Context: an optimization exercise on an open-source flow, tuned for small area, a short achievable clock period and few clock cycles per item. The choices shown serve that exercise and are no tape-out recipe.
In this exercise RTL edits were held to simulation tests only and were not proved equivalent to the original.
No activity file was given, so power comes from the tool's default toggle rates.

[flow/flow/run.sh]
#!/bin/bash
# Own flow: the standard layout (standard.sh, unchanged synthesis) with
# a tighter setup target for repair_timing, the smallest buffer on the
# ports and clock tree synthesis without dummy loads. All tool output goes
# to logs in this folder (standard_own.log, and ORFS's logs under orfs/).
set -euo pipefail
MARGIN=${MARGIN:-5.8}
CTS="-sink_clustering_enable -repair_clock_nets -buf_list sky130_fd_sc_hd__clkbuf_8 -sink_clustering_size 20 -sink_clustering_max_diameter 50 -dont_use_dummy_load"
sed -e "s/SETUP_SLACK_MARGIN=[0-9.]*/SETUP_SLACK_MARGIN=$MARGIN/" \
    -e "s|\"\${@:-finish}\"|BUFFER_PORTS_ARGS='-buffer_cell sky130_fd_sc_hd__buf_1' CTS_ARGS='$CTS' \"\${@:-finish}\"|" \
    standard.sh > standard_own.sh
bash standard_own.sh > standard_own.log 2>&1
[flow/standard.sh]
#!/bin/bash
# synth_recipe.tcl (not shown) runs the flow's synth.tcl, then flattens the netlist and writes it again
# the make line also repeats each setting of config.mk as NAME=value (left out here)
make -C /OpenROAD-flow-scripts/flow DESIGN_CONFIG=/design/flow/config.mk WORK_HOME=/design/flow/orfs CLKGATE_MAP_FILE= SYNTH_SCRIPT=/design/flow/synth_recipe.tcl "${@:-finish}"
[flow/config.mk]
export PLATFORM = sky130hd
export DESIGN_NAME = ws_frame_rx
export DESIGN_NICKNAME = ws_frame_rx
export VERILOG_FILES = /design/flow/design.v
export SDC_FILE = /design/flow/constraint.sdc
export NUM_CORES = 4
export LEC_CHECK = 0
export ABC_AREA = 1
export CAP_MARGIN = 20
export CORE_MARGIN = 2
export CORE_UTILIZATION = 50
export CTS_BUF_LIST = sky130_fd_sc_hd__clkbuf_8
export CTS_CLUSTER_DIAMETER = 50
export CTS_CLUSTER_SIZE = 20
export PLACE_DENSITY = 0.6
export SETUP_SLACK_MARGIN = 5
export SLEW_MARGIN = 20
export TNS_END_PERCENT = 0
[flow/constraint.sdc]
create_clock -name core_clock -period 9.0 [get_ports {clk}]
set_input_delay 1.8000 -clock core_clock [delete_from_list [all_inputs] [get_ports {clk}]]
set_output_delay 1.8000 -clock core_clock [all_outputs]
set_load 0.01 [all_outputs]
[flow/design.v]
module ws_crc16_byte (
  input  wire [15:0] crc_in,
  input  wire [7:0]  data,
  output wire [15:0] crc_out
);
  wire [7:0]  x0 = crc_in[15:8] ^ data;
  wire [7:0]  x  = x0 ^ {4'd0, x0[7:4]};
  assign crc_out = {crc_in[7:0], 8'd0} ^ {x[3:0], 12'd0} ^ {3'd0, x, 5'd0} ^ {8'd0, x};
endmodule
module ws_framer (
  input  wire        clk,
  input  wire        rst,
  input  wire        in_valid,
  input  wire [7:0]  in_data,
  output wire        in_ready,
  input  wire        ev_take,
  output reg         ev_valid,
  output reg         ev_crc_err,
  output reg  [1:0]  ev_tag,
  output reg  [7:0]  ev_command,
  output reg  [7:0]  ev_status,
  output reg  [7:0]  ev_length,
  output reg  [63:0] ev_raw,
  output reg  [15:0] ev_stored,
  output reg  [15:0] ev_computed,
  output wire        load1,        
  output wire        load2         
);
  reg  [5:0] pos;
  reg        rdy;                  
  assign in_ready = rdy;
  wire acc    = in_valid && rdy;
  wire is_aa  = (in_data == 8'hAA);
  wire is_tag = (in_data == 8'h01) || (in_data == 8'h02) || (in_data == 8'h03);
  reg  [5:0] pos_n;
  always @* begin
    pos_n = pos;
    if (acc)
      case (pos)
        6'd0: pos_n = is_aa ? 6'd1 : 6'd0;
        6'd1: pos_n = is_tag ? 6'd2 : is_aa ? 6'd1 : 6'd0;
        6'd2: pos_n = (in_data == 8'h55) ? 6'd3 : is_aa ? 6'd1 : 6'd0;
        6'd3: pos_n = (in_data == 8'hC3) ? 6'd4 : is_aa ? 6'd1 : 6'd0;
        default: pos_n = pos + 6'd1;    
      endcase
  end
  wire evv_n = (ev_valid && !ev_take) || (acc && pos == 6'd63);
  always @(posedge clk) begin
    if (rst) begin
      pos      <= 6'd0;
      rdy      <= 1'b1;
      ev_valid <= 1'b0;
    end else begin
      pos      <= pos_n;
      rdy      <= !evv_n || (acc ? (pos == 6'd63 || (pos == 6'd0 && !is_aa))
                                 : (pos == 6'd0));
      ev_valid <= evv_n;
    end
  end
  wire   ld    = (ev_tag == 2'd1) ? (pos == 6'd15) : (pos == 6'd11);
  assign load1 = ld;
  assign load2 = ld && (ev_tag != 2'd2);
  wire [15:0] crc_next;
  ws_crc16_byte u_crc (.crc_in(ev_computed), .data(in_data), .crc_out(crc_next));
  always @(posedge clk) begin
    if (acc) begin
      if (pos == 6'd1) ev_tag <= in_data[1:0] - 2'd1;
      if (pos == 6'd3) ev_computed <= 16'hFFFF;
      if (pos >= 6'd4 && pos <= 6'd61)
        ev_computed <= crc_next;
      if (pos == 6'd4)  ev_command    <= in_data;
      if (pos == 6'd5)  ev_status     <= in_data;
      if (pos == 6'd6)  ev_length     <= in_data;
      if (pos == 6'd7)  ev_raw[7:0]   <= in_data;
      if (pos == 6'd8)  ev_raw[15:8]  <= in_data;
      if (pos == 6'd9)  ev_raw[23:16] <= in_data;
      if (pos == 6'd10) ev_raw[31:24] <= in_data;
      if (pos == 6'd11) ev_raw[39:32] <= in_data;
      if (pos == 6'd12) ev_raw[47:40] <= in_data;
      if (pos == 6'd13) ev_raw[55:48] <= in_data;
      if (pos == 6'd14) ev_raw[63:56] <= in_data;
      if (pos == 6'd62) ev_stored[15:8] <= in_data;
      if (pos == 6'd63) begin
        ev_stored[7:0] <= in_data;
        ev_crc_err     <= (ev_computed != {ev_stored[15:8], in_data});
      end
    end
  end
endmodule
module ws_div_f64 #(
  parameter RW = 7                  
) (
  input  wire         clk,
  input  wire         rst,
  input  wire         start,        
  input  wire         sel25,        
  input  wire         sel125,       
  input  wire         sgn,
  input  wire [23:0]  lv,
  input  wire [10:0]  ex0,
  input  wire         post,         
  input  wire         post_first,   
  input  wire         t_hi,         
  input  wire         t_lo,
  output reg          pre,          
  output reg          sign,
  output reg  [10:0]  expo,
  output reg  [51:0]  frac
);
  reg          odd;                 
  reg          bh, bl;              
  reg  [RW-1:0] rem;
  wire d25  = sel25;
  wire d125 = (RW == 7) && sel125;
  wire [7:0] x1a = {3'd0, rem[4:0], bh};
  wire       g1a = (x1a >= 8'd25);
  wire [7:0] y1a = g1a ? x1a - 8'd25 : x1a;
  wire [7:0] x2a = {2'd0, y1a[4:0], bl};
  wire       g2a = (x2a >= 8'd25);
  wire [7:0] y2a = g2a ? x2a - 8'd25 : x2a;
  wire [7:0] x1b = {rem, bh};
  wire       g1b = (x1b >= 8'd125);
  wire [7:0] y1b = g1b ? x1b - 8'd125 : x1b;
  wire [7:0] x2b = {y1b[RW-1:0], bl};
  wire       g2b = (x2b >= 8'd125);
  wire [7:0] y2b = g2b ? x2b - 8'd125 : x2b;
  wire          q_hi = d25 ? g1a : d125 ? g1b : bh;
  wire          q_lo = d25 ? g2a : d125 ? g2b : bl;
  wire [RW-1:0] r1   = d125 ? y1b[RW-1:0] : d25 ? y1a[RW-1:0] : {RW{1'b0}};
  wire [RW-1:0] r2   = d125 ? y2b[RW-1:0] : d25 ? y2a[RW-1:0] : {RW{1'b0}};
  wire odd_n = pre ? q_hi : odd;
  wire lvz   = (lv == 24'd0);
  always @(posedge clk) begin
    if (rst)
      pre <= 1'b0;
    else if (start)
      pre <= !lvz;
    else if (pre && (q_hi || q_lo))
      pre <= 1'b0;
  end
  always @(posedge clk) begin
    if (start) begin
      sign <= sgn;
      frac <= {lv, 28'd0};
      rem  <= {RW{1'b0}};
      odd  <= 1'b0;
      bh   <= lv[23];
      bl   <= lv[22];
      expo <= lvz ? 11'h7FF : ex0;
    end else if (pre || post) begin
      frac <= {frac[49:0], post & q_hi, post & q_lo};
      rem  <= (pre && q_hi) ? r1 : r2;
      odd  <= odd_n;
      bh   <= (odd_n ? frac[50] : frac[49]) | t_hi;
      bl   <= (odd_n ? frac[49] : frac[48]) | t_lo;
      if (pre)
        expo <= expo - 11'd2;
      if (post_first)
        expo <= expo + (odd ? 11'd2 : 11'd1);
    end
  end
endmodule
module ws_f32_to_f64 #(
  parameter TRACTION = 1            
) (
  input  wire [1:0]  mode,
  input  wire [15:0] n,             
  input  wire [15:0] w,             
  input  wire [31:0] f,             
  output wire [23:0] lv,            
  output wire [10:0] ex0            
);
  wire [7:0] e    = f[30:23];
  wire       e_z  = (e == 8'd0);
  wire       e_ff = (e == 8'hFF);
  wire [15:0] low_set;
  assign low_set[0] = 1'b0;
  genvar i;
  generate
    for (i = 1; i < 16; i = i + 1) begin : g_abs
      assign low_set[i] = low_set[i-1] | n[i-1];
    end
  endgenerate
  wire [15:0] mag = n ^ ({16{n[15]}} & low_set);
  wire hr = mode[0];
  wire tr = (TRACTION != 0) && mode[1] && !mode[0];
  wire nm = !hr && !tr;
  assign lv = ({24{hr}} & {!e_z, f[22:0]})
            | ({24{tr}} & {w, 8'd0})
            | ({24{nm}} & {mag, 8'd0});
  wire [10:0] ex_hr = e_ff ? 11'h7FF : e_z ? 11'd897 :
                      {e[7], {3{!e[7]}}, e[6:0]};
  assign ex0 = hr ? ex_hr : tr ? 11'd1035 : 11'd1036;
endmodule
module ws_decoder (
  input  wire [1:0]  tag,
  input  wire [63:0] raw,
  output wire        sign1,
  output wire        sign2
);
  assign sign1 = (tag == 2'd0) ? raw[15] : (tag == 2'd1) ? raw[31] : 1'b0;
  assign sign2 = (tag == 2'd0) ? raw[31] : raw[63];
endmodule
module ws_frame_rx (
  input  wire        clk,
  input  wire        rst,
  input  wire        in_valid,
  input  wire [7:0]  in_data,
  output wire        in_ready,
  output wire        ev_valid,
  input  wire        ev_ready,
  output wire        ev_crc_err,
  output wire [1:0]  ev_tag,
  output wire [7:0]  ev_command,
  output wire [7:0]  ev_status,
  output wire [7:0]  ev_length,
  output wire [63:0] ev_raw,
  output wire [63:0] ev_value1,
  output wire [63:0] ev_value2,
  output wire [15:0] ev_stored,
  output wire [15:0] ev_computed
);
  wire load1, load2;
  wire pre1, pre2;
  reg        busy, post;
  reg  [4:0] cnt;
  wire [4:0] cnt_n  = cnt + 5'd1;
  wire       d25    = (ev_tag == 2'd0);
  wire       d125   = (ev_tag == 2'd2);
  wire       t_hi   = post && ((d25 && cnt_n == 5'd24) ||
                               (d125 && (cnt_n == 5'd23 || cnt_n == 5'd24 || cnt_n == 5'd25)));
  wire       t_lo   = post && ((d25 && cnt_n == 5'd24) ||
                               (d125 && (cnt_n == 5'd23 || cnt_n == 5'd24)));
  always @(posedge clk) begin
    if (rst) begin
      busy <= 1'b0;
      post <= 1'b0;
    end else if (load1 || load2) begin
      busy <= 1'b1;
      post <= 1'b0;
    end else if (busy && !post && !pre1 && !pre2) begin
      post <= 1'b1;
    end else if (post && cnt == 5'd25) begin
      busy <= 1'b0;
      post <= 1'b0;
    end
  end
  always @(posedge clk)
    cnt <= post ? cnt_n : 5'd0;
  ws_framer u_framer (
    .clk(clk), .rst(rst),
    .in_valid(in_valid), .in_data(in_data), .in_ready(in_ready),
    .ev_take(ev_valid && ev_ready), .ev_valid(ev_valid),
    .ev_crc_err(ev_crc_err), .ev_tag(ev_tag), .ev_command(ev_command),
    .ev_status(ev_status), .ev_length(ev_length), .ev_raw(ev_raw),
    .ev_stored(ev_stored), .ev_computed(ev_computed),
    .load1(load1), .load2(load2)
  );
  wire [23:0] lv1;
  wire [10:0] ex1;
  ws_f32_to_f64 #(.TRACTION(1)) u_op1 (
    .mode(ev_tag), .n(ev_raw[15:0]), .w(ev_raw[31:16]), .f(ev_raw[31:0]),
    .lv(lv1), .ex0(ex1)
  );
  ws_div_f64 #(.RW(7)) u_eng1 (
    .clk(clk), .rst(rst), .start(load1),
    .sel25(ev_tag == 2'd0), .sel125(ev_tag == 2'd2), .sgn(sgn1),
    .lv(lv1), .ex0(ex1),
    .post(post), .post_first(post && cnt == 5'd0), .t_hi(t_hi), .t_lo(t_lo),
    .pre(pre1), .sign(ev_value1[63]), .expo(ev_value1[62:52]), .frac(ev_value1[51:0])
  );
  wire [23:0] lv2;
  wire [10:0] ex2;
  ws_f32_to_f64 #(.TRACTION(0)) u_op2 (
    .mode(ev_tag), .n(ev_raw[31:16]), .w(16'd0), .f(ev_raw[63:32]),
    .lv(lv2), .ex0(ex2)
  );
  ws_div_f64 #(.RW(5)) u_eng2 (
    .clk(clk), .rst(rst), .start(load2),
    .sel25(ev_tag == 2'd0), .sel125(1'b0), .sgn(sgn2),
    .lv(lv2), .ex0(ex2),
    .post(post), .post_first(post && cnt == 5'd0), .t_hi(t_hi), .t_lo(t_lo),
    .pre(pre2), .sign(ev_value2[63]), .expo(ev_value2[62:52]), .frac(ev_value2[51:0])
  );
  wire sgn1, sgn2;
  ws_decoder u_sign (
    .tag(ev_tag), .raw(ev_raw), .sign1(sgn1), .sign2(sgn2)
  );
endmodule
==> results.txt, run 1 <==
GRT Overall Usage - 26.5%
Mapped Area - 14,600 µm²
Total clock buffers created by CTS - 35
Fraction of synthesis flops using an asynchronous set or reset pin - 0%
H-tree depth reported by CTS - 2
Arrival time at the worst endpoint - 1.54 ns
Register clock-pin slew on the reported worst setup and hold paths - 0.06 ns
Number of antenna violations at the first check in global routing - 0
First-pass DRT Iterations - 6
Design Area, Final - 16,500 µm²
Critical path cell sequence - buf_1
Ys flop type - edfxtp_1
Fin Clk Skew - 0.0602 ns
WL/cell - 18.2 µm
Final-report hold violation count - 0
DRC violation total after the first TritonRoute iteration - 1,198
Capturing element type of the critical path - output pin
Detailed-placement wirelength estimate - 29,900 µm
Crit path max fanout - 20
Root Driver - clkbuf_8
Hold_buf cts - 0
Largest area contributor in the netlist - edfxtp_1
Clock tree from TritonCTS - yes
Via count of the first global-routing pass - 11,467
Leakage power total - 6.49 nW
Fraction of synthesized area in multiplexers - 0.0684%
Critical path start-end classification - register to output pin
Worst setup slack before clock tree synthesis - 5.02 ns
Basic-gate share of the synthesized area counting and, or, nand and nor cells - 21.8%
Total Power - 2.53 mW
Nets in the synthesized netlist - 1,676
# nets final - 1,936
Row count - 62
Share of final-layout standard cells stronger than drive strength 1 - 5.87%
Area of the die - 30,600 µm²
Cell type group with the largest total delay on the critical path - flip-flops
Vertical die dimension - 175 µm
Input/output buffers - 264
Worst stage delay on the critical path - 0.77 ns
Non-filler cells, final - 2,276
Final standard cell utilization of the core - 57.4%
Count of boundary I/O pins - 265
Transition time at the pin with the least slew margin - 1.09 ns
Clock net sink count - 286
Combinational family with the most area after synthesis - simple AND/OR/NAND/NOR gates
VDD IR-drop max - 0.112 mV
Die boundary width - 175 µm
CP max stage cell - edfxtp_1
Vias - 12,483
Sequential area share after synthesis - 52.7%
Yosys warning total - 4
Hold slack final - 0.452 ns
Setup WS post-layout - 5.66 ns
Post-Synthesis Cells - 1,634
Synth Area in XOR/XNOR - 5.01%
Synth top cells by count - 381 x nand2_1, 199 x edfxtp_1, 189 x inv_1
Aggregate global routing overflow - 0
Critical path launch point type - register
Number of cells in the design after placement - 2,239
Global-route wire length before repair - 63,800 µm
Setup TNS Final - 0 ns
Achievable Freq - 299 MHz
Min-delay worst type - register to register
Relative slew slack - 27.6%
Final worst path period share - 37.1%
Number of synthesized flops with an enable pin - 199
Worst-skew pair later-pin latency - 0.55 ns
Area share of the largest cell type after synthesis - 40.8%
Ranking of synthesized cells by area - edfxtp_1 41%, dfxtp_1 12%, nand2_1 9.8%
Layout overhead on the synthesized area - 12.8%
Ant. Diodes - 0
Final slew viol count - 0
Total setup violations reported at the end of the flow - 0
Number of synthesized register bits - 286
Power per cell area - 153 nW/µm²
Maximum buffer depth of the clock tree - 3
Top-count cell post-synth - nand2_1
Number of buffer and inverter instances along the worst setup path - 1
Starting Density - 50.8%
DRC - 0
Req. time, crit path - 7.20 ns
Area fraction in compound gates after synthesis - 10.7%
Vias/cell - 5.48
Pin count of the biggest net entering global routing - 66
Max capacitance violation total - 0
Area of the core region - 28,800 µm²
Antenna viol nets, final - 0
Outcome - no timing/DRC/antenna violations
Unrepaired setup endpoints after global routing - true
Placer's final routability congestion estimate - 0.917
Number of distinct library cells after synthesis - 53
Mean instance size in the synthesized netlist - 8.96 µm²
Post-detailed-routing wire length - 41,500 µm
Cell Area, Placed - 16,000 µm²
Final worst path period need - 3.34 ns
Share of synthesized cell area in full adder, half adder and majority cells - 2.67%
-- layout make-up --
cell class              count  area (µm²)
repair inverters            1        7.51
fillers                  2691       12300
inverters                 196         744
multi-input cells        1089        5920
repair buffers            285        1160
flip-flops and latches    286        7720
clock buffers              35         482
well taps                 384         480
-- kinds of logic after synthesis --
logic type	Yosys count
compound gates	257
xor+xnor	82
fa+ha+maj	30
buf+inv	259
flops	286
mux	1
simple gates	719
-- worst register-to-register path, cell delays in order (launching register included) --
cell and delay [ns]:
edfxtp_1 0.34, buf_6 0.34, inv_1 0.13, buf_4 0.28, nor2_1 0.17, inv_1 0.07, nand2_1 0.06, nand3_1 0.06
buf_4 0.26, nor2_4 0.15, buf_8 0.35, inv_4 0.29, nand2_1 0.13, buf_6 0.29
-- per-layer routing --
metal	GRT usage [%]	vias to the layer above	routed length, µm
li1	-	6018	-
met5	0	-	0
met4	7.88	0	1170
met1	37.5	5875	18200
met2	42.3	504	19000
met3	4.20	86	3080
-- placed cells by master, fill, tap and decap left out, types with 27 or more instances in the layout --
master,n
nand3_1,126
dfxtp_1,87
xor2_1,61
nand2_1,380
nor2_1,113
inv_1,188
clkbuf_8,35
edfxtp_1,199
buf_1,264
o21ai_0,77
ha_1,28
a22oi_1,27
a21oi_1,68
-- state kept, by name, indices dropped and copies added (netlist names), 2 cells and up --
| signal | cells |
|---|---|
| u_eng2.frac | 52 |
| u_eng1.rem | 7 |
| u_framer.ev_raw | 64 |
| u_eng2.expo | 11 |
| u_eng1.expo | 11 |
| u_framer.pos | 6 |
| u_framer.ev_computed | 16 |
| u_framer.ev_command | 8 |
| cnt | 5 |
| u_framer.ev_status | 8 |
| u_framer.ev_length | 8 |
| u_eng1.frac | 52 |
| u_framer.ev_stored | 16 |
| u_framer.ev_tag | 2 |
| u_eng2.rem | 5 |
-- where the power goes --
| group | switching [mW] | internal, mW |
|---|---|---|
| sequential | 0.0266 | 1.43 |
| combinational | 0.204 | 0.0991 |
| clock | 0.429 | 0.345 |
-- path summary, 6_finish.rpt --
path,from,end,slack (ns),cells past startpoint
worst min-delay path,busy$_SDFFE_PP0P_,post$_SDFFE_PP0P_,0.45,2
worst max-delay path,u_framer.ev_raw[15]$_DFFE_PP_,ev_raw[15],5.66,1
worst max register to register,u_framer.ev_tag[0]$_DFFE_PP_,u_eng2.frac[30]$_DFFE_PP_,5.71,13
worst min register to register,busy$_SDFFE_PP0P_,post$_SDFFE_PP0P_,0.45,2
-- repair_timing --
item	CTS	global route
pin swaps	0	0
cloned	0	1
gates resized for setup	6	5
endpoints found under the hold margin	0	0
setup endpoints to repair	144	135
setup buffers	1	0
Testbench counts, summed over its fixed seeds: cycles 24,942, bytes 24,934.
==> run 2, diff against run 1 <==
--- a/flow/config.mk
+++ b/flow/config.mk
@@ -10,3 +10,3 @@
 export CORE_MARGIN = 2
-export CORE_UTILIZATION = 50
+export CORE_UTILIZATION = 60
 export CTS_BUF_LIST = sky130_fd_sc_hd__clkbuf_8
@@ -14,5 +14,4 @@
 export CTS_CLUSTER_SIZE = 20
-export PLACE_DENSITY = 0.6
+export PLACE_DENSITY = 0.7
 export SETUP_SLACK_MARGIN = 5
 export SLEW_MARGIN = 20
-export TNS_END_PERCENT = 0
==> run 2 against run 1 <==
  * Area after synthesis unchanged
  * Core utilization up 12 points
  * Still clean on timing, DRC and antenna
  * Cell area up 0.67%
  * Via count up 1.2%
  * Sequential power about the same
  * Critical path type unchanged
  * Synthesized cell count unchanged
  * Clock skew down 0.015 ns
  * Highest routed layer unchanged
  * Register-to-register slack better by 0.33 ns
==> results.txt, run 2 <==
Row count - 57 (-8.1%)
Total setup violations reported at the end of the flow - 0 (unchanged)
Power per cell area - 149 nW/µm² (-3.0%)
Critical path start-end classification - register to output pin
Layout overhead on the synthesized area - 13.6%
Detailed-placement wirelength estimate - 28,900 µm (-3.3%)
Leakage power total - 6.55 nW (+0.92%)
Starting Density - 60.7% (+9.9 points)
Register with the most flip-flops - u_framer.ev_raw
Vertical die dimension - 160 µm (-8.5%)
Root Driver - clkbuf_8
Nets in the synthesized netlist - 1,676 (unchanged)
Leading cell types in the layout, fill and taps excluded - 380 x nand2_1, 263 x buf_1, 199 x edfxtp_1
Achievable Freq - 317 MHz (+6.0%)
Capturing element type of the critical path - output pin
Share of total power in combinational logic - 12.6% (+0.6 points)
Mean instance size in the synthesized netlist - 8.96 µm² (unchanged)
Antenna viol nets, final - 0 (unchanged)
Via count of the first global-routing pass - 11,901 (+3.8%)
Final worst path period share - 35.0% (-2.1 points)
Synth top cells by count - 381 x nand2_1, 199 x edfxtp_1, 189 x inv_1
Maximum buffer depth of the clock tree - 3 (unchanged)
Die boundary width - 160 µm (-8.5%)
Post-detailed-routing wire length - 40,500 µm (-2.3%)
Final-report hold violation count - 0 (unchanged)
Registers with the most flip-flops - u_framer.ev_raw x64, u_eng1.frac x52, u_eng2.frac x52
Critical path cell sequence - buf_12 > buf_1
Fin Clk Skew - 0.0448 ns (-0.0154 ns)
Area share of the largest cell type after synthesis - 40.8% (unchanged)
WL/cell - 18.2 µm (-0.12%)
Internal power - 1.83 mW (-2.5%)
Global-route wire length before repair - 62,900 µm (-1.4%)
Mapped Area - 14,600 µm² (unchanged)
Pin count of the biggest net entering global routing - 66 (unchanged)
VDD IR-drop max - 0.178 mV (+59%)
H-tree depth reported by CTS - 1 (-1)
Req. time, crit path - 7.20 ns (about the same)
First-pass DRT Iterations - 6 (unchanged)
Vias - 12,634 (+1.2%)
Unrepaired setup endpoints after global routing - true
Sequential cell area in the final layout - 7720 µm² (unchanged)
Top-count cell post-synth - nand2_1
Outcome - no timing/DRC/antenna violations
Switching power - 0.646 mW (-2.0%)
Max FFs per register - 64 (unchanged)
Placer's final routability congestion estimate - 0.892 (-2.7%)
Aggregate global routing overflow - 0 (unchanged)
Area of the core region - 24,100 µm² (-16%)
Setup TNS Final - 0 ns (unchanged)
FILL cells - 2,070 (-23%)
Design Area, Final - 16,600 µm² (+0.67%)
Vias/cell - 5.68 (+3.5%)
Ant. Diodes - 0 (unchanged)
Cell Area, Placed - 15,900 µm² (-0.44%)
Part of the total power dissipated in the clock network - 28.5% (-2.1 points)
Clock net sink count - 286 (unchanged)
Number of distinct library cells after synthesis - 53 (unchanged)
Fraction of synthesis flops using an asynchronous set or reset pin - 0% (unchanged)
Critical path launch point type - register
Final worst path period need - 3.15 ns (-0.189 ns)
CP max stage cell - edfxtp_1
Number of synthesized register bits - 286 (unchanged)
Max capacitance violation total - 0 (unchanged)
DRC violation total after the first TritonRoute iteration - 1,154 (-3.7%)
DRC - 0 (unchanged)
Transition time at the pin with the least slew margin - 1.06 ns (-0.0225 ns)
Worst-skew pair later-pin latency - 0.59 ns (+0.04 ns)
Area of the die - 25,700 µm² (-16%)
Largest area contributor in the netlist - edfxtp_1
Min-delay worst type - register to register
Crit path max fanout - 26 (+30%)
Worst stage delay on the critical path - 0.39 ns (-0.38 ns)
Register clock-pin slew on the reported worst setup and hold paths - 0.08 ns (+0.02 ns)
Share of final-layout standard cells stronger than drive strength 1 - 7.15% (+1.3 points)
Sequential power share - 58.8% (+1.3 points)
GRT Overall Usage - 30.6% (+4.1 points)
Most frequent standard cell in the layout excluding fill and tap cells - nand2_1
Arrival time at the worst endpoint - 1.35 ns (-0.19 ns)
Multi-input logic area - 6000 µm² (+1.4%)
Count of boundary I/O pins - 265 (unchanged)
Ys flop type - edfxtp_1
Clock tree from TritonCTS - yes
Relative slew slack - 29.1% (+1.5 points)
Hold slack final - 0.456 ns (+0.00383 ns)
Number of synthesized flops with an enable pin - 199 (unchanged)
Final slew viol count - 0 (unchanged)
Ranking of synthesized cells by area - edfxtp_1 41%, dfxtp_1 12%, nand2_1 9.8%
Sequential area share after synthesis - 52.7% (unchanged)
Total clock buffers created by CTS - 30 (-14%)
Switch share - 26.1% (+0.093 points)
Yosys warning total - 4 (unchanged)
Number of antenna violations at the first check in global routing - 0 (unchanged)
Input/output buffers - 264 (unchanged)
# nets final - 1,946 (+0.52%)
Post-Synthesis Cells - 1,634 (unchanged)
==> run 2: power groups by stage <==
stage                     Combinational, mW  Sequential, mW  Clock (mW)
after floorplan                       0.218            1.48           0
after global placement                0.296            1.48           0
after detailed placement              0.299            1.48           0
after CTS                             0.303            1.45       0.714
after global routing                  0.350            1.46       0.756
final                                 0.312            1.45       0.705
==> run 2: kinds of logic (layout without fill, tap and decap cells) <==
kind of cell	Yosys count	in the layout	share of synthesized area (%)
adders and majority gates	30	30	2.67
and+or+nand+nor	719	719	21.8
AOI/OAI and AO/OA	257	257	10.7
DFF	286	286	52.7
xor gates and xnor gates	82	82	5.01
muxes	1	1	0.0684
buffers and inverters	259	527	6.98
==> run 2: per-layer routing <==
layer / up-vias / global-route usage (%) / share of wire, %
met1: 5936 / 39.4 / 40
met4: 0 / 10.4 / 3.2
met5: - / 0 / 0
met3: 93 / 7.58 / 8.8
li1: 6055 / - / -
met2: 550 / 51.0 / 48
==> run 2: worst paths after layout <==
path	end	slack (ns)	start	cells after the start
min	u_eng1.rem[0]$_SDFFE_PP0N_	0.46	u_eng1.rem[0]$_SDFFE_PP0N_	2
max	ev_tag[0]	5.85	u_framer.ev_tag[0]$_DFFE_PP_	2
max reg2reg	u_eng2.frac[37]$_DFFE_PP_	6.04	u_framer.ev_tag[0]$_DFFE_PP_	11
min reg2reg	u_eng1.rem[0]$_SDFFE_PP0N_	0.46	u_eng1.rem[0]$_SDFFE_PP0N_	2
==> run 2: cell type report <==
| class | count | share of cell area, % |
|---|---|---|
| sequential | 286 | 46.4 |
| inverter | 196 | 4.55 |
| clock buffer | 30 | 2.48 |
| multi-input combinational | 1089 | 36.1 |
| timing repair inverter | 1 | 0.0301 |
| tap | 324 | 2.44 |
| timing repair buffer | 300 | 7.98 |
==> run 2: through the flow <==
step / total power, mW / setup slack (ns) / std cells / utilization (%)
floorplan: 1.70 / 5.82 / 1634 / -
global placement: 1.78 / 5.04 / 2178 / 66.0
detailed placement: 1.78 / 4.93 / 2178 / 66.0
CTS: 2.47 / 5.82 / 2215 / 68.2
global route: 2.56 / 5.77 / 2226 / 69.0
finish: 2.47 / 5.85 / 2226 / 69.0
==> run 2: timing repair <==
| action | 4_1_cts | 5_1_grt |
|---|---|---|
| endpoints found under the setup margin | 84 | 129 |
| gates cloned | 1 | 1 |
| setup buffers | 6 | 10 |
| hold buffers | 0 | 0 |
| resized for setup | 9 | 22 |
==> run 2: worst max-delay path: cells and delay by family (launching register included) <==
kind,cells,cell delay (ns)
buf+inv,2,0.39
flops,1,0.39
==> run 3, diff against run 2 <==
--- a/flow/flow/run.sh
+++ b/flow/flow/run.sh
@@ -7,3 +7,3 @@
 MARGIN=${MARGIN:-5.8}
-CTS="-sink_clustering_enable -repair_clock_nets -buf_list sky130_fd_sc_hd__clkbuf_8 -sink_clustering_size 20 -sink_clustering_max_diameter 50 -dont_use_dummy_load"
+CTS="-sink_clustering_enable -repair_clock_nets -buf_list sky130_fd_sc_hd__clkbuf_16 -sink_clustering_size 30 -sink_clustering_max_diameter 60 -dont_use_dummy_load"
 sed -e "s/SETUP_SLACK_MARGIN=[0-9.]*/SETUP_SLACK_MARGIN=$MARGIN/" \
--- a/flow/config.mk
+++ b/flow/config.mk
@@ -10,3 +10,3 @@
 export CORE_MARGIN = 2
-export CORE_UTILIZATION = 60
+export CORE_UTILIZATION = 50
 export CTS_BUF_LIST = sky130_fd_sc_hd__clkbuf_8
@@ -14,3 +14,3 @@
 export CTS_CLUSTER_SIZE = 20
-export PLACE_DENSITY = 0.7
+export PLACE_DENSITY = 0.6
 export SETUP_SLACK_MARGIN = 5
==> run 3 against run 2 <==
  * Still clean on timing, DRC and antenna
  * Area after synthesis unchanged
  * Routed wire length up 3.9%
  * Hold slack about the same
  * Count of clock-buffer cells in the layout down 2
  * Fmax down 0.33%
  * Global-route usage down 4.0 points
  * Flip-flop and latch count unchanged
  * Via count down 0.75%
  * Setup slack worse by 0.011 ns
  * Synthesized cell count unchanged
  * Critical path type unchanged
  * Critical endpoint is now ev_raw[24]
==> results.txt, run 3 <==
H-tree depth reported by CTS - 1 (unchanged)
Power per cell area - 163 nW/µm² (+9.5%)
Min-Delay Endpoint - u_eng1.rem[0]$_SDFFE_PP0N_
DRC - 0 (unchanged)
Register clock-pin slew on the reported worst setup and hold paths - 0.05 ns (-0.03 ns)
Register with the most flip-flops - u_framer.ev_raw
Achievable Freq - 316 MHz (-0.33%)
Total setup violations reported at the end of the flow - 0 (unchanged)
Leakage power total - 6.67 nW (+1.9%)
Max capacitance violation total - 0 (unchanged)
Crit path max fanout - 6 (-77%)
Yosys warning total - 4 (unchanged)
Area share of the largest cell type after synthesis - 40.8% (unchanged)
GRT Overall Usage - 26.7% (-4.0 points)
Number of distinct library cells after synthesis - 53 (unchanged)
Critical path start-end classification - register to output pin
Registers with the most flip-flops - u_framer.ev_raw x64, u_eng1.frac x52, u_eng2.frac x52
Critical path launch point type - register
Unrepaired setup endpoints after global routing - false
Nets in the synthesized netlist - 1,676 (unchanged)
Outcome - no timing/DRC/antenna violations
Total Power - 2.76 mW (+12%)
Number of antenna violations at the first check in global routing - 0 (unchanged)
Share of final-layout standard cells stronger than drive strength 1 - 6.64% (-0.52 points)
VDD IR-drop max - 0.149 mV (-17%)
Worst flop-to-flop path endpoint - u_eng2.expo[6]$_DFFE_PP_
Final-report hold violation count - 0 (unchanged)
Hold slack final - 0.456 ns (-0.000111 ns)
Area of the core region - 28,800 µm² (+19%)
Post-detailed-routing wire length - 42,100 µm (+3.9%)
Ranking of synthesized cells by area - edfxtp_1 41%, dfxtp_1 12%, nand2_1 9.8%
Pin count of the biggest net entering global routing - 66 (unchanged)
Startpoint of the lowest-slack register-to-register path - u_framer.ev_tag[0]$_DFFE_PP_
Final worst path period need - 3.16 ns (+0.0106 ns)
Ant. Diodes - 0 (unchanged)
Fraction of synthesis flops using an asynchronous set or reset pin - 0% (unchanged)
Global-route wire length before repair - 64,400 µm (+2.3%)
Transition time at the pin with the least slew margin - 1.02 ns (-0.0454 ns)
Largest area contributor in the netlist - edfxtp_1
Arrival time at the worst endpoint - 1.36 ns (about the same)
Vias - 12,539 (-0.75%)
Setup TNS Final - 0 ns (unchanged)
Clock net sink count - 286 (unchanged)
Worst stage delay on the critical path - 0.55 ns (+0.16 ns)
Placer's final routability congestion estimate - 0.932 (+4.5%)
Vias/cell - 5.49 (-3.2%)
Vertical die dimension - 175 µm (+9.3%)
Post-Synthesis Cells - 1,634 (unchanged)
Setup slack, reg-to-reg - 6.06 ns (+0.02 ns)
Hold Startpoint - u_eng1.rem[0]$_SDFFE_PP0N_
CP max stage cell - edfxtp_1
Worst-skew pair later-pin latency - 0.58 ns (about the same)
Total clock buffers created by CTS - 28 (-6.7%)
Number of synthesized flops with an enable pin - 199 (unchanged)
Via count of the first global-routing pass - 11,497 (-3.4%)
WL/cell - 18.5 µm (+1.3%)
Mapped Area - 14,600 µm² (unchanged)
First-pass DRT Iterations - 9 (+3)
Mean instance size in the synthesized netlist - 8.96 µm² (unchanged)
Input/output buffers - 264 (unchanged)
Cell type group with the largest total delay on the critical path - flip-flops
Most frequent standard cell in the layout excluding fill and tap cells - nand2_1
Layout overhead on the synthesized area - 15.8%
Relative slew slack - 31.6% (+2.5 points)
Starting Density - 50.8% (-9.9 points)
Min-delay worst type - register to register
Worst Hold Depth - 2 (unchanged)
Die boundary width - 175 µm (+9.3%)
Detailed-placement wirelength estimate - 29,800 µm (+3.0%)
Critical path cell sequence - buf_1
Root Driver - clkbuf_16
Area of the die - 30,600 µm² (+19%)
Number of buffer and inverter instances along the worst setup path - 1 (-1)
Maximum buffer depth of the clock tree - 3 (unchanged)
Final slew viol count - 0 (unchanged)
Hold_buf cts - 0 (unchanged)
DRC violation total after the first TritonRoute iteration - 1,322 (+15%)
Fin Clk Skew - 0.0888 ns (+0.0441 ns)
FILL cells - 2,629 (+27%)
Leading cell types in the layout, fill and taps excluded - 379 x nand2_1, 262 x buf_1, 199 x edfxtp_1
# nets final - 1,943 (-0.15%)
Final worst path period share - 35.1% (+0.12 points)
Capturing element type of the critical path - output pin
Row count - 62 (+8.8%)
Max FFs per register - 64 (unchanged)
Count of boundary I/O pins - 265 (unchanged)
Ys flop type - edfxtp_1
Aggregate global routing overflow - 0 (unchanged)
Depth of the worst register-to-register path - 12 (+1)
Antenna viol nets, final - 0 (unchanged)
Top-count cell post-synth - nand2_1
Clock tree from TritonCTS - yes
Sequential area share after synthesis - 52.7% (unchanged)
Req. time, crit path - 7.20 ns (about the same)
Number of synthesized register bits - 286 (unchanged)
Synth top cells by count - 381 x nand2_1, 199 x edfxtp_1, 189 x inv_1
run 3: cell counts after synthesis:
No cell type changed its count.
run 3: kinds of logic after synthesis:
kind of cell             after synthesis  share of synthesized area [%]
AND/OR/NAND/NOR                      719                           21.8
flip-flops                           286                           52.7
multiplexers                           1                         0.0684
buffers and inverters                259                           6.98
adder cells (fa/ha/maj)               30                           2.67
AO/OA/AOI/OAI                        257                           10.7
XOR/XNOR                              82                           5.01
run 3: what timing repair did:
item / CTS / global route
setup endpoints to repair: 145 / 95
gates resized for setup: 14 / 10
gates cloned: 2 / 1
endpoints found under the hold margin: 0 / 0
buffers inserted: 2 / 12
run 3: cell type report:
class	count	area, µm²	area share, %
Sequential cell	286	7720	45.5
Multi-Input combinational cell	1089	5950	35.1
Timing Repair Buffer	299	1340	7.88
Inverter	196	754	4.45
Clock buffer	28	701	4.13
Tap cell	384	480	2.83
Timing Repair inverter	1	7.51	0.0443
run 3: how the worst max path moves through the flow:
stage                     cells past startpoint                        end                           from
after global routing                          1                 ev_raw[24]  u_framer.ev_raw[24]$_DFFE_PP_
after global placement                        9  u_eng2.frac[28]$_DFFE_PP_   u_framer.ev_tag[0]$_DFFE_PP_
after CTS                                    12  u_eng2.frac[34]$_DFFE_PP_   u_framer.ev_tag[0]$_DFFE_PP_
after floorplan                               5    u_framer.rdy$_SDFF_PP1_                       in_valid
after detailed placement                      9  u_eng2.frac[32]$_DFFE_PP_   u_framer.ev_tag[0]$_DFFE_PP_
final                                         1                 ev_raw[24]  u_framer.ev_raw[24]$_DFFE_PP_
run 3: routing by layer:
layer	GRT usage (%)	vias to the layer above	share of wire, %
li1	-	6052	-
met1	38.0	5940	45
met2	42.4	480	47
met3	4.37	67	6.4
met4	7.22	0	2.4
met5	0	-	0
run 3: power by group:
group / leakage (nW) / internal, mW / switching, mW / total [mW]
logic: 3.82 / 0.103 / 0.204 / 0.307
registers: 2.51 / 1.43 / 0.0268 / 1.46
clock network: 0.345 / 0.541 / 0.456 / 0.998
run 3: through the flow:
| step | setup slack (ns) | area [µm²] | utilization [%] | instances |
|---|---|---|---|---|
| 2_1_floorplan | 5.82 | 14600 | - | 1634 |
| 3_3_place_gp | 4.75 | 16000 | 55.6 | 2238 |
| 3_5_place_dp | 4.62 | 16000 | 55.6 | 2238 |
| 4_1_cts | 5.80 | 16800 | 58.3 | 2270 |
| 5_1_grt | 5.81 | 16900 | 58.9 | 2283 |
| 6_report | 5.84 | 16900 | 58.9 | 2283 |
==> run 4, diff against run 3 <==
--- a/flow/flow/run.sh
+++ b/flow/flow/run.sh
@@ -7,3 +7,3 @@
 MARGIN=${MARGIN:-5.8}
-CTS="-sink_clustering_enable -repair_clock_nets -buf_list sky130_fd_sc_hd__clkbuf_16 -sink_clustering_size 30 -sink_clustering_max_diameter 60 -dont_use_dummy_load"
+CTS="-sink_clustering_enable -repair_clock_nets -buf_list sky130_fd_sc_hd__clkbuf_8 -sink_clustering_size 30 -sink_clustering_max_diameter 40 -dont_use_dummy_load"
 sed -e "s/SETUP_SLACK_MARGIN=[0-9.]*/SETUP_SLACK_MARGIN=$MARGIN/" \
==> run 4 against run 3 <==
  * Setup slack gained 0.039 ns
  * Via count is 0.41% higher
  * Routed wire length decreased by 0.11%
  * First-iteration DRC count decreased by 3.6%
  * Sequential power hardly changed
  * Core utilization shrank 0.40 points
  * Cell area fell by 0.67%
  * Fmax up 1.3%
  * Sequential share of layout area rose by 0.31 points
  * Area after synthesis stayed put
  * Flip-flop and latch count stayed put
  * Clock skew is 0.016 ns lower
  * Highest routed layer unchanged
==> results.txt, run 4 <==
Total clock buffers created by CTS - 42 (+50%)
GRT Overall Usage - 26.6% (-0.070 points)
Aggregate global routing overflow - 0 (unchanged)
Number of antenna violations at the first check in global routing - 0 (unchanged)
Input/output buffers - 264 (unchanged)
Leakage power total - 6.64 nW (-0.59%)
Min-delay worst type - register to register
Mean instance size in the synthesized netlist - 8.96 µm² (unchanged)
Nets in the synthesized netlist - 1,676 (unchanged)
Worst-skew pair later-pin latency - 0.56 ns (-0.02 ns)
# nets final - 1,960 (+0.87%)
Clock tree from TritonCTS - yes
Post-detailed-routing wire length - 42,100 µm (-0.11%)
Layout overhead on the synthesized area - 15.0%
Unrepaired setup endpoints after global routing - false
Final-report hold violation count - 0 (unchanged)
Starting Density - 50.8% (unchanged)
Max FFs per register - 64 (unchanged)
Hold Startpoint - u_eng1.rem[0]$_SDFFE_PP0N_
Final worst path period need - 3.12 ns (-0.0393 ns)
CP Launch Point - u_framer.ev_raw[23]$_DFFE_PP_
Final worst path period share - 34.7% (-0.44 points)
Ant. Diodes - 0 (unchanged)
DRC - 0 (unchanged)
First-pass DRT Iterations - 5 (-4)
Final standard cell utilization of the core - 58.5% (-0.40 points)
Crit path max fanout - 5 (-1)
Area of the die - 30,600 µm² (unchanged)
Most frequent standard cell in the layout excluding fill and tap cells - nand2_1
Setup TNS Final - 0 ns (unchanged)
Arrival time at the worst endpoint - 1.32 ns (-0.04 ns)
Number of synthesized register bits - 286 (unchanged)
CP max stage cell - edfxtp_1
Clock net sink count - 286 (unchanged)
Area of the core region - 28,800 µm² (unchanged)
Req. time, crit path - 7.20 ns (about the same)
Number of synthesized flops with an enable pin - 199 (unchanged)
Critical path launch point type - register
Die boundary width - 175 µm (unchanged)
Hold_buf cts - 0 (unchanged)
Startpoint of the lowest-slack register-to-register path - u_eng1.bh$_DFFE_PP_
Relative slew slack - 30.4% (-1.1 points)
Via count of the first global-routing pass - 11,484 (-0.11%)
Register clock-pin slew on the reported worst setup and hold paths - 0.07 ns (+0.02 ns)
Final slew viol count - 0 (unchanged)
Global-route wire length before repair - 64,000 µm (-0.49%)
Number of buffer and inverter instances along the worst setup path - 1 (unchanged)
Count of boundary I/O pins - 265 (unchanged)
Achievable Freq - 320 MHz (+1.3%)
Vertical die dimension - 175 µm (unchanged)
Cell type group with the largest total delay on the critical path - flip-flops
Worst stage delay on the critical path - 0.50 ns (-0.05 ns)
Leading cell types in the layout, fill and taps excluded - 379 x nand2_1, 262 x buf_1, 199 x edfxtp_1
Vias/cell - 5.47 (-0.34%)
Detailed-placement wirelength estimate - 29,800 µm (unchanged)
Power per cell area - 155 nW/µm² (-4.6%)
Outcome - no timing/DRC/antenna violations
Registers with the most flip-flops - u_framer.ev_raw x64, u_eng1.frac x52, u_eng2.frac x52
Synth top cells by count - 381 x nand2_1, 199 x edfxtp_1, 189 x inv_1
Yosys warning total - 4 (unchanged)
Total Power - 2.62 mW (-5.2%)
H-tree depth reported by CTS - 2 (+1)
Antenna viol nets, final - 0 (unchanged)
Row count - 62 (unchanged)
Top-count cell post-synth - nand2_1
Share of final-layout standard cells stronger than drive strength 1 - 7.46% (+0.83 points)
Max capacitance violation total - 0 (unchanged)
Critical path cell sequence - buf_1
Mapped Area - 14,600 µm² (unchanged)
Total setup violations reported at the end of the flow - 0 (unchanged)
Fraction of synthesis flops using an asynchronous set or reset pin - 0% (unchanged)
DRC violation total after the first TritonRoute iteration - 1,275 (-3.6%)
Critical path start-end classification - register to output pin
Transition time at the pin with the least slew margin - 1.04 ns (+0.0170 ns)
Area share of the largest cell type after synthesis - 40.8% (unchanged)
Maximum buffer depth of the clock tree - 3 (unchanged)
Placer's final routability congestion estimate - 0.932 (unchanged)
Register with the most flip-flops - u_framer.ev_raw
Post-Synthesis Cells - 1,634 (unchanged)
Root Driver - clkbuf_8
Capturing element type of the critical path - output pin
WL/cell - 18.3 µm (-0.85%)
Number of distinct library cells after synthesis - 53 (unchanged)
Ys flop type - edfxtp_1
Vias - 12,590 (+0.41%)
Pin count of the biggest net entering global routing - 66 (unchanged)
Fin Clk Skew - 0.0725 ns (-0.0164 ns)
Largest area contributor in the netlist - edfxtp_1
Sequential area share after synthesis - 52.7% (unchanged)
Ranking of synthesized cells by area - edfxtp_1 41%, dfxtp_1 12%, nand2_1 9.8%
VDD IR-drop max - 0.0972 mV (-35%)
[run 4: cell types whose count changed in the layout (fill, tap and decap cells not counted), sizes merged]
cell	change
bufbuf	-1
buf	+3
clkbuf	+15
[run 4: stage by stage]
stage          setup slack (ns)  hold slack [ns]  cells  cell area, µm²
4_1_cts                    5.82            0.456   2284           16600
6_report                   5.88            0.451   2300           16800
5_1_grt                    5.80            0.469   2300           16800
2_1_floorplan              5.82            0.426   1634           14600
3_3_place_gp               4.75            0.445   2238           16000
3_5_place_dp               4.62            0.450   2238           16000
[run 4: timing repair]
| action | CTS | global route |
|---|---|---|
| buffers inserted | 3 | 14 |
| setup endpoints to repair | 146 | 84 |
| resized for setup | 14 | 7 |
| gates cloned | 1 | 2 |
[run 4: area by class of cell]
| cell class | instances | area [µm²] |
|---|---|---|
| fillers | 2658 | 11900 |
| flip-flops and latches | 286 | 7720 |
| multi-input cells | 1089 | 5950 |
| repair buffers | 302 | 1350 |
| inverters | 196 | 752 |
| clock buffers | 42 | 578 |
| well taps | 384 | 480 |
| repair inverters | 1 | 7.51 |
[run 4: cells by family after synthesis]
logic type      after synthesis  synth area share (%)
compound gates              257                  10.7
xor+xnor                     82                  5.01
fa+ha+maj                    30                  2.67
buf+inv                     259                  6.98
flops                       286                  52.7
mux                           1                0.0684
simple gates                719                  21.8
[run 4: path summary, 6_finish.rpt]
kind | to | slack, ns | depth (start not counted)
setup / recovery | ev_raw[23] | 5.88 | 1
hold / removal | u_eng1.rem[0]$_SDFFE_PP0N_ | 0.45 | 2
setup reg to reg | u_eng1.rem[4]$_SDFFE_PP0N_ | 6.02 | 17
hold reg to reg | u_eng1.rem[0]$_SDFFE_PP0N_ | 0.45 | 2
[run 4: tightest hold or removal path, stage by stage, from the launching register on]
cell	delay, ns
dfxtp_1	0.30
nand2_1	0.06
nand2_1	0.04
[run 4: where the power goes]
| part | leakage, nW | internal [mW] | total [mW] | switching (mW) |
|---|---|---|---|---|
| clock | 0.302 | 0.411 | 0.856 | 0.445 |
| combinational | 3.83 | 0.102 | 0.304 | 0.202 |
| sequential | 2.51 | 1.43 | 1.46 | 0.0268 |
[run 4: layer usage]
metal  part of all wire (%)  track usage [%]  vias up  wire [µm]
li1                       -                -     6081          -
met3                    7.2             4.66       72       3030
met2                     46             41.6      498      19300
met1                     44             37.8     5939      18500
met5                      0                0        -          0
met4                    2.9             8.30        0       1230
==> run 5, diff against run 4 <==
--- a/flow/config.mk
+++ b/flow/config.mk
@@ -14,3 +14,3 @@
 export CTS_CLUSTER_SIZE = 20
-export PLACE_DENSITY = 0.6
+export PLACE_DENSITY = 0.5
 export SETUP_SLACK_MARGIN = 5
==> run 5 against run 4 <==
  * Global-route usage is 0.41 points higher
  * First-iteration DRC count decreased by 18%
  * Core utilization shrank 0.18 points
  * Final cell count is 0.35% lower
  * Die area unchanged
  * Synthesized cell count did not move
  * Register-to-register slack hardly changed
  * Non-clock buffer count fell by 7
  * Clock power decreased by 0.5%
  * Hold slack improved by 0.0029 ns
  * Sequential share of layout area grew 0.14 points
  * Count of clock-buffer cells in the layout unchanged
  * Critical path type unchanged
  * Critical endpoint is now ev_tag[0]
  * Largest power group unchanged
==> results.txt, run 5 <==
CP max stage cell - edfxtp_1
Post-detailed-routing wire length - 42,300 µm (+0.41%)
Setup WS post-layout - 5.82 ns (-0.0620 ns)
DRC violation total after the first TritonRoute iteration - 1,050 (-18%)
Ant. Diodes - 0 (unchanged)
Transition time at the pin with the least slew margin - 1.05 ns (+0.0110 ns)
# nets final - 1,952 (-0.41%)
Vias - 12,459 (-1.0%)
Total length of routed met2 wires - 19,600 µm (+1.3%)
Clock tree from TritonCTS - yes
Final worst path period share - 35.4% (+0.69 points)
Relative slew slack - 29.7% (-0.74 points)
Fin Clk Skew - 0.0939 ns (+0.0214 ns)
Post-Synthesis Cells - 1,634 (unchanged)
Pin count of the biggest net entering global routing - 66 (unchanged)
Leakage power total - 6.61 nW (-0.38%)
Worst stage delay on the critical path - 0.43 ns (-0.07 ns)
Multi-input logic area - 5960 µm² (+0.11%)
Maximum buffer depth of the clock tree - 3 (unchanged)
Achievable Freq - 314 MHz (-1.9%)
Starting Density - 50.8% (unchanged)
Sequential area share after synthesis - 52.7% (unchanged)
Final standard cell utilization of the core - 58.3% (-0.18 points)
VDD IR-drop max - 0.0953 mV (-2.0%)
Number of buffer and inverter instances along the worst setup path - 2 (+1)
FILL cells - 2,692 (+1.3%)
Fraction of synthesis flops using an asynchronous set or reset pin - 0% (unchanged)
Non-filler cells, final - 2,292 (-0.35%)
Vertical die dimension - 175 µm (unchanged)
Most frequent standard cell in the layout excluding fill and tap cells - nand2_1
Capturing element type of the critical path - output pin
Area share of the largest cell type after synthesis - 40.8% (unchanged)
Max FFs per register - 64 (unchanged)
Count of boundary I/O pins - 265 (unchanged)
Worst-skew pair later-pin latency - 0.58 ns (+0.02 ns)
Number of synthesized flops with an enable pin - 199 (unchanged)
Req. time, crit path - 7.20 ns (about the same)
Total Power - 2.61 mW (about the same)
Share of final-layout standard cells stronger than drive strength 1 - 7.13% (-0.34 points)
Antenna viol nets, final - 0 (unchanged)
Vias/cell - 5.44 (-0.70%)
Final slew viol count - 0 (unchanged)
DRC - 0 (unchanged)
Ys flop type - edfxtp_1
Root Driver - clkbuf_8
Unrepaired setup endpoints after global routing - true
Registers with the most flip-flops - u_framer.ev_raw x64, u_eng1.frac x52, u_eng2.frac x52
Cell Area, Placed - 16,000 µm² (about the same)
Leading cell types in the layout, fill and taps excluded - 379 x nand2_1, 263 x buf_1, 199 x edfxtp_1
Arrival time at the worst endpoint - 1.38 ns (+0.06 ns)
Number of antenna violations at the first check in global routing - 0 (unchanged)
Largest area contributor in the netlist - edfxtp_1
Synth top cells by count - 381 x nand2_1, 199 x edfxtp_1, 189 x inv_1
Highest signal layer in the routed design - met4
H-tree depth reported by CTS - 2 (unchanged)
Area of the core region - 28,800 µm² (unchanged)
Outcome - no timing/DRC/antenna violations
Design Area, Final - 16,800 µm² (-0.31%)
Layout overhead on the synthesized area - 14.7%
WL/cell - 18.4 µm (+0.76%)
Final-report hold violation count - 0 (unchanged)
Critical path launch point type - register
Ranking of synthesized cells by area - edfxtp_1 41%, dfxtp_1 12%, nand2_1 9.8%
Aggregate global routing overflow - 0 (unchanged)
Input/output buffers - 264 (unchanged)
Detailed-placement wirelength estimate - 30,200 µm (+1.4%)
Total setup violations reported at the end of the flow - 0 (unchanged)
Top-count cell post-synth - nand2_1
Max capacitance violation total - 0 (unchanged)
Row count - 62 (unchanged)
Setup TNS Final - 0 ns (unchanged)
Placer's final routability congestion estimate - 0.934 (+0.16%)
Die boundary width - 175 µm (unchanged)
Cell type group with the largest total delay on the critical path - flip-flops
First-pass DRT Iterations - 5 (unchanged)
Area of the die - 30,600 µm² (unchanged)
Number of synthesized register bits - 286 (unchanged)
Yosys warning total - 4 (unchanged)
Critical path cell sequence - buf_12 > buf_1
GRT Overall Usage - 27.0% (+0.41 points)
Min-delay worst type - register to register
Sequential cell area in the final layout - 7720 µm² (unchanged)
Nets in the synthesized netlist - 1,676 (unchanged)
Power per cell area - 156 nW/µm² (+0.23%)
Crit path max fanout - 26 (+21)
Number of distinct library cells after synthesis - 53 (unchanged)
Worst setup slack before clock tree synthesis - 4.92 ns (+0.303 ns)
Number of cells in the design after placement - 2,237 (-0.045%)
Register clock-pin slew on the reported worst setup and hold paths - 0.07 ns (about the same)
Via count of the first global-routing pass - 11,681 (+1.7%)
WL met3 - 3060 µm (+1.2%)
Total clock buffers created by CTS - 42 (unchanged)
Mapped Area - 14,600 µm² (unchanged)
Register with the most flip-flops - u_framer.ev_raw
Global-route wire length before repair - 64,900 µm (+1.4%)
Final worst path period need - 3.18 ns (+0.0620 ns)
Mean instance size in the synthesized netlist - 8.96 µm² (unchanged)
Clock net sink count - 286 (unchanged)
Hold slack final - 0.454 ns (+0.00293 ns)
Setup slack, reg-to-reg - 6.01 ns (about the same)
Critical path start-end classification - register to output pin
Metal-1 WL - 18,300 µm (-1.2%)
## run 5: cell counts after synthesis
No cell type changed its count.
## run 5: where the power goes
part / internal (mW) / switching, mW / total (mW)
Clock: 0.410 / 0.442 / 0.852
Sequential: 1.43 / 0.0251 / 1.45
Combinational: 0.102 / 0.205 / 0.307
## run 5: worst reg2reg max path, cell delays in order, from the launching register on
cell,delay (ns)
edfxtp_1,0.43
inv_1,0.08
buf_6,0.22
nand2_4,0.25
clkinvlp_4,0.19
buf_4,0.22
nand2_1,0.09
nand3_1,0.09
inv_1,0.08
nand4_1,0.08
nor2_1,0.10
nand3_1,0.08
nor2_1,0.10
nand3_1,0.08
nor2_1,0.18
nand3_2,0.24
nand2_1,0.13
nand2_1,0.09
nand2_1,0.07
## run 5: final timing paths
| kind | start | endpoint | depth (start not counted) |
|---|---|---|---|
| setup / recovery | u_framer.ev_tag[0]$_DFFE_PP_ | ev_tag[0] | 2 |
| hold / removal | u_eng1.rem[0]$_SDFFE_PP0N_ | u_eng1.rem[0]$_SDFFE_PP0N_ | 2 |
| setup reg to reg | u_framer.ev_tag[0]$_DFFE_PP_ | u_eng1.expo[9]$_DFFE_PP_ | 18 |
| hold reg to reg | u_eng1.rem[0]$_SDFFE_PP0N_ | u_eng1.rem[0]$_SDFFE_PP0N_ | 2 |
## run 5: per-layer routing
layer / global-route usage, % / vias up
li1: - / 6052
met1: 37.0 / 5875
met2: 43.0 / 452
met3: 5.24 / 80
met4: 9.41 / 0
met5: 0 / -
## run 5: timing repair
action,CTS,global route
setup endpoints to repair,85,112
setup buffers,4,7
hold buffers,0,0
gates cloned,1,0
resized for setup,10,13
## run 5: logic make-up after synthesis
group                      after synthesis  synth area share (%)
AOI/OAI and AO/OA                      257                  10.7
adders and majority gates               30                  2.67
xor gates and xnor gates                82                  5.01
and+or+nand+nor                        719                  21.8
DFF                                    286                  52.7
buffers and inverters                  259                  6.98
muxes                                    1                0.0684
## run 5: final cells by class
class	instances	share of cell area, %
sequential	286	46.0
inverter	196	4.46
multi-input combinational	1089	35.5
clock buffer	42	3.44
timing repair buffer	295	7.75
tap	384	2.86
==> run 6, diff against run 5 <==
--- a/flow/flow/run.sh
+++ b/flow/flow/run.sh
@@ -6,3 +6,3 @@
 set -euo pipefail
-MARGIN=${MARGIN:-5.8}
+MARGIN=${MARGIN:-5.9}
 CTS="-sink_clustering_enable -repair_clock_nets -buf_list sky130_fd_sc_hd__clkbuf_8 -sink_clustering_size 30 -sink_clustering_max_diameter 40 -dont_use_dummy_load"
--- a/flow/config.mk
+++ b/flow/config.mk
@@ -14,3 +14,3 @@
 export CTS_CLUSTER_SIZE = 20
-export PLACE_DENSITY = 0.5
+export PLACE_DENSITY = 0.6
 export SETUP_SLACK_MARGIN = 5
==> run 6 against run 5 <==
  * Synthesized cell count unchanged
  * Count of clock-buffer cells in the layout decreased by 3
  * Cell area increased by 1.1%
  * Still clean
  * Via count increased by 2.0%
  * Sequential share of layout area decreased by 0.49 points
==> results.txt, run 6 <==
Worst flop-to-flop path endpoint - u_eng2.bl$_DFFE_PP_
Total clock buffers created by CTS - 39 (-7.1%)
Total Power - 2.60 mW (-0.40%)
Power per cell area - 153 nW/µm² (-1.5%)
Synth top cells by count - 381 x nand2_1, 199 x edfxtp_1, 189 x inv_1
Area of the die - 30,600 µm² (unchanged)
Number of distinct library cells after synthesis - 53 (unchanged)
Capturing element type of the critical path - output pin
Max capacitance violation total - 0 (unchanged)
Vertical die dimension - 175 µm (unchanged)
Leakage power total - 6.71 nW (+1.4%)
H-tree depth reported by CTS - 2 (unchanged)
Setup slack, reg-to-reg - 6.06 ns (+0.05 ns)
Vias - 12,710 (+2.0%)
Unrepaired setup endpoints after global routing - true
Most frequent standard cell in the layout excluding fill and tap cells - nand2_1
Share of final-layout standard cells stronger than drive strength 1 - 8.60% (+1.5 points)
Relative slew slack - 35.1% (+5.4 points)
Placer's final routability congestion estimate - 0.923 (-1.1%)
Mean instance size in the synthesized netlist - 8.96 µm² (unchanged)
Ys flop type - edfxtp_1
Setup TNS Final - 0 ns (unchanged)
DRC violation total after the first TritonRoute iteration - 1,254 (+19%)
Aggregate global routing overflow - 0 (unchanged)
DRC - 0 (unchanged)
Achievable Freq - 324 MHz (+3.2%)
Post-detailed-routing wire length - 43,000 µm (+1.9%)
Req. time, crit path - 7.20 ns (about the same)
Clock tree from TritonCTS - yes
Final worst path period need - 3.08 ns (-0.0988 ns)
Ant. Diodes - 0 (unchanged)
Input/output buffers - 264 (unchanged)
Transition time at the pin with the least slew margin - 0.965 ns (-0.0811 ns)
Hold_buf cts - 0 (unchanged)
Fraction of synthesis flops using an asynchronous set or reset pin - 0% (unchanged)
Depth of the worst register-to-register path - 17 (-1)
VDD IR-drop max - 0.121 mV (+27%)
Design Area, Final - 17,000 µm² (+1.1%)
Number of synthesized flops with an enable pin - 199 (unchanged)
Cell Area, Placed - 16,000 µm² (about the same)
Starting Density - 50.8% (unchanged)
Final slew viol count - 0 (unchanged)
Die boundary width - 175 µm (unchanged)
Ranking of synthesized cells by area - edfxtp_1 41%, dfxtp_1 12%, nand2_1 9.8%
Area of the core region - 28,800 µm² (unchanged)
Register clock-pin slew on the reported worst setup and hold paths - 0.07 ns (about the same)
# nets final - 1,963 (+0.56%)
Crit path max fanout - 3 (-88%)
Nets in the synthesized netlist - 1,676 (unchanged)
Worst-skew pair later-pin latency - 0.57 ns (about the same)
Root Driver - clkbuf_8
Final-report hold violation count - 0 (unchanged)
Clock net sink count - 286 (unchanged)
Number of synthesized register bits - 286 (unchanged)
Yosys warning total - 4 (unchanged)
Count of boundary I/O pins - 265 (unchanged)
Largest area contributor in the netlist - edfxtp_1
Post-Synthesis Cells - 1,634 (unchanged)
Worst Hold Depth - 2 (unchanged)
Hold slack final - 0.452 ns (-0.00225 ns)
Maximum buffer depth of the clock tree - 3 (unchanged)
Row count - 62 (unchanged)
Vias/cell - 5.52 (+1.5%)
Detailed-placement wirelength estimate - 30,200 µm (about the same)
Global-route wire length before repair - 65,700 µm (+1.2%)
Registers with the most flip-flops - u_framer.ev_raw x64, u_eng1.frac x52, u_eng2.frac x52
Leading cell types in the layout, fill and taps excluded - 379 x nand2_1, 256 x buf_1, 199 x edfxtp_1
Hold Startpoint - u_eng1.rem[0]$_SDFFE_PP0N_
Pin count of the biggest net entering global routing - 66 (unchanged)
Antenna viol nets, final - 0 (unchanged)
Critical path start-end classification - register to output pin
Final standard cell utilization of the core - 58.9% (+0.63 points)
Outcome - no timing/DRC/antenna violations
First-pass DRT Iterations - 6 (+1)
Final worst path period share - 34.3% (-1.1 points)
WL/cell - 18.7 µm (+1.4%)
Via count of the first global-routing pass - 11,789 (+0.92%)
Area share of the largest cell type after synthesis - 40.8% (unchanged)
Mapped Area - 14,600 µm² (unchanged)
Sequential area share after synthesis - 52.7% (unchanged)
Number of antenna violations at the first check in global routing - 0 (unchanged)
Critical path launch point type - register
Arrival time at the worst endpoint - 1.28 ns (-0.10 ns)
Min-Delay Endpoint - u_eng1.rem[0]$_SDFFE_PP0N_
Min-delay worst type - register to register
Layout overhead on the synthesized area - 15.9%
Max FFs per register - 64 (unchanged)
Fin Clk Skew - 0.0865 ns (-0.00735 ns)
Register with the most flip-flops - u_framer.ev_raw
Total setup violations reported at the end of the flow - 0 (unchanged)
Top-count cell post-synth - nand2_1
Startpoint of the lowest-slack register-to-register path - u_eng2.bh$_DFFE_PP_
GRT Overall Usage - 27.3% (+0.27 points)
[run 6: critical path, cell delays in order (launching register included)]
cell      delay, ns
edfxtp_1       0.46
buf_12         0.17
buf_6          0.11
[run 6: cell families after synthesis]
group	Yosys count	synth area share (%)
compound gates	257	10.7
xor+xnor	82	5.01
fa+ha+maj	30	2.67
buf+inv	259	6.98
flops	286	52.7
mux	1	0.0684
simple gates	719	21.8
[run 6: layout make-up]
type / count / area [µm²]
clock buffers: 39 / 537
fillers: 2685 / 11800
inverters: 196 / 754
multi-input cells: 1089 / 6020
flip-flops and latches: 286 / 7720
well taps: 384 / 480
repair buffers: 308 / 1440
repair inverters: 1 / 7.51
[run 6: repair_timing]
action,in CTS,in global routing
buffers inserted,9,16
setup endpoints to repair,86,149
hold endpoints to repair,0,0
pin swaps,0,1
cloned,2,1
gates resized for setup,16,35
[run 6: how the worst max path moves through the flow]
stage                                 startpoint                      endpoint  slack (ns)  depth (start not counted)
floorplan                               in_valid       u_framer.rdy$_SDFF_PP1_        5.82                          5
global placement    u_framer.ev_tag[1]$_DFFE_PP_     u_eng2.frac[28]$_DFFE_PP_        5.16                          7
detailed placement  u_framer.ev_tag[1]$_DFFE_PP_     u_eng2.frac[29]$_DFFE_PP_        5.08                          7
CTS                 u_framer.ev_tag[0]$_DFFE_PP_  u_eng1.frac[10]$_SDFFE_PP0N_        5.81                         12
global route        u_framer.ev_tag[0]$_DFFE_PP_                     ev_tag[0]        5.87                          2
finish              u_framer.ev_tag[0]$_DFFE_PP_                     ev_tag[0]        5.92                          2
[run 6: through the flow]
stage / worst slack, ns / instances
global placement: 5.16 / 2235
global route: 5.87 / 2303
floorplan: 5.82 / 1634
CTS: 5.81 / 2285
finish: 5.92 / 2303
detailed placement: 5.08 / 2235
[run 6: power breakdown]
group	internal, mW	switching (mW)
logic	0.110	0.209
clock network	0.383	0.445
registers	1.43	0.0279
total	1.92	0.682
[run 6: layer usage]
| layer | GRT usage, % | wire, µm | up-vias |
|---|---|---|---|
| li1 | - | - | 6085 |
| met1 | 38.2 | 18400 | 6038 |
| met2 | 43.8 | 20000 | 511 |
| met3 | 5.03 | 3570 | 76 |
| met4 | 7.22 | 1080 | 0 |
| met5 | 0 | 0 | - |

afterwards: timing with drivers on the ports:
In the flow no input, the clock included, has a driving cell. The finished layouts below were timed again as built, in two steps.
Step 1: set_driving_cell puts a clkbuf_16 on clk and a buf_2 on each other input, an assumption about the parent block.
Step 2 times the ports against the registers' clock, not the clock port: input delays grow and output delays shrink by t, the midpoint of the rising clock arrivals with the driver on.
a / b / c = ideal / step 1 / step 2; a / b = the first two.
| run | t, ns | setup WS [ns] | worst setup path after step 2 | pins driven straight from the clock port |
|---|---|---|---|---|
| run 1 | 0.561 | 5.661 / 5.614 / 5.138 | input to register | 1 |
| run 2 | 0.615 | 5.850 / 5.800 / 5.294 | input to register | 1 |
| run 3 | 0.588 | 5.839 / 5.792 / 5.379 | input to register | 1 |
| run 4 | 0.574 | 5.878 / 5.834 / 5.423 | input to register | 1 |
| run 5 | 0.578 | 5.816 / 5.767 / 5.384 | input to register | 1 |
| run 6 | 0.578 | 5.915 / 5.870 / 5.435 | input to register | 1 |
After both steps setup and hold are still met in every run listed. The setup slack of run 2, which loses most, moves by -0.050 ns with the drivers and by -0.556 ns with both steps.
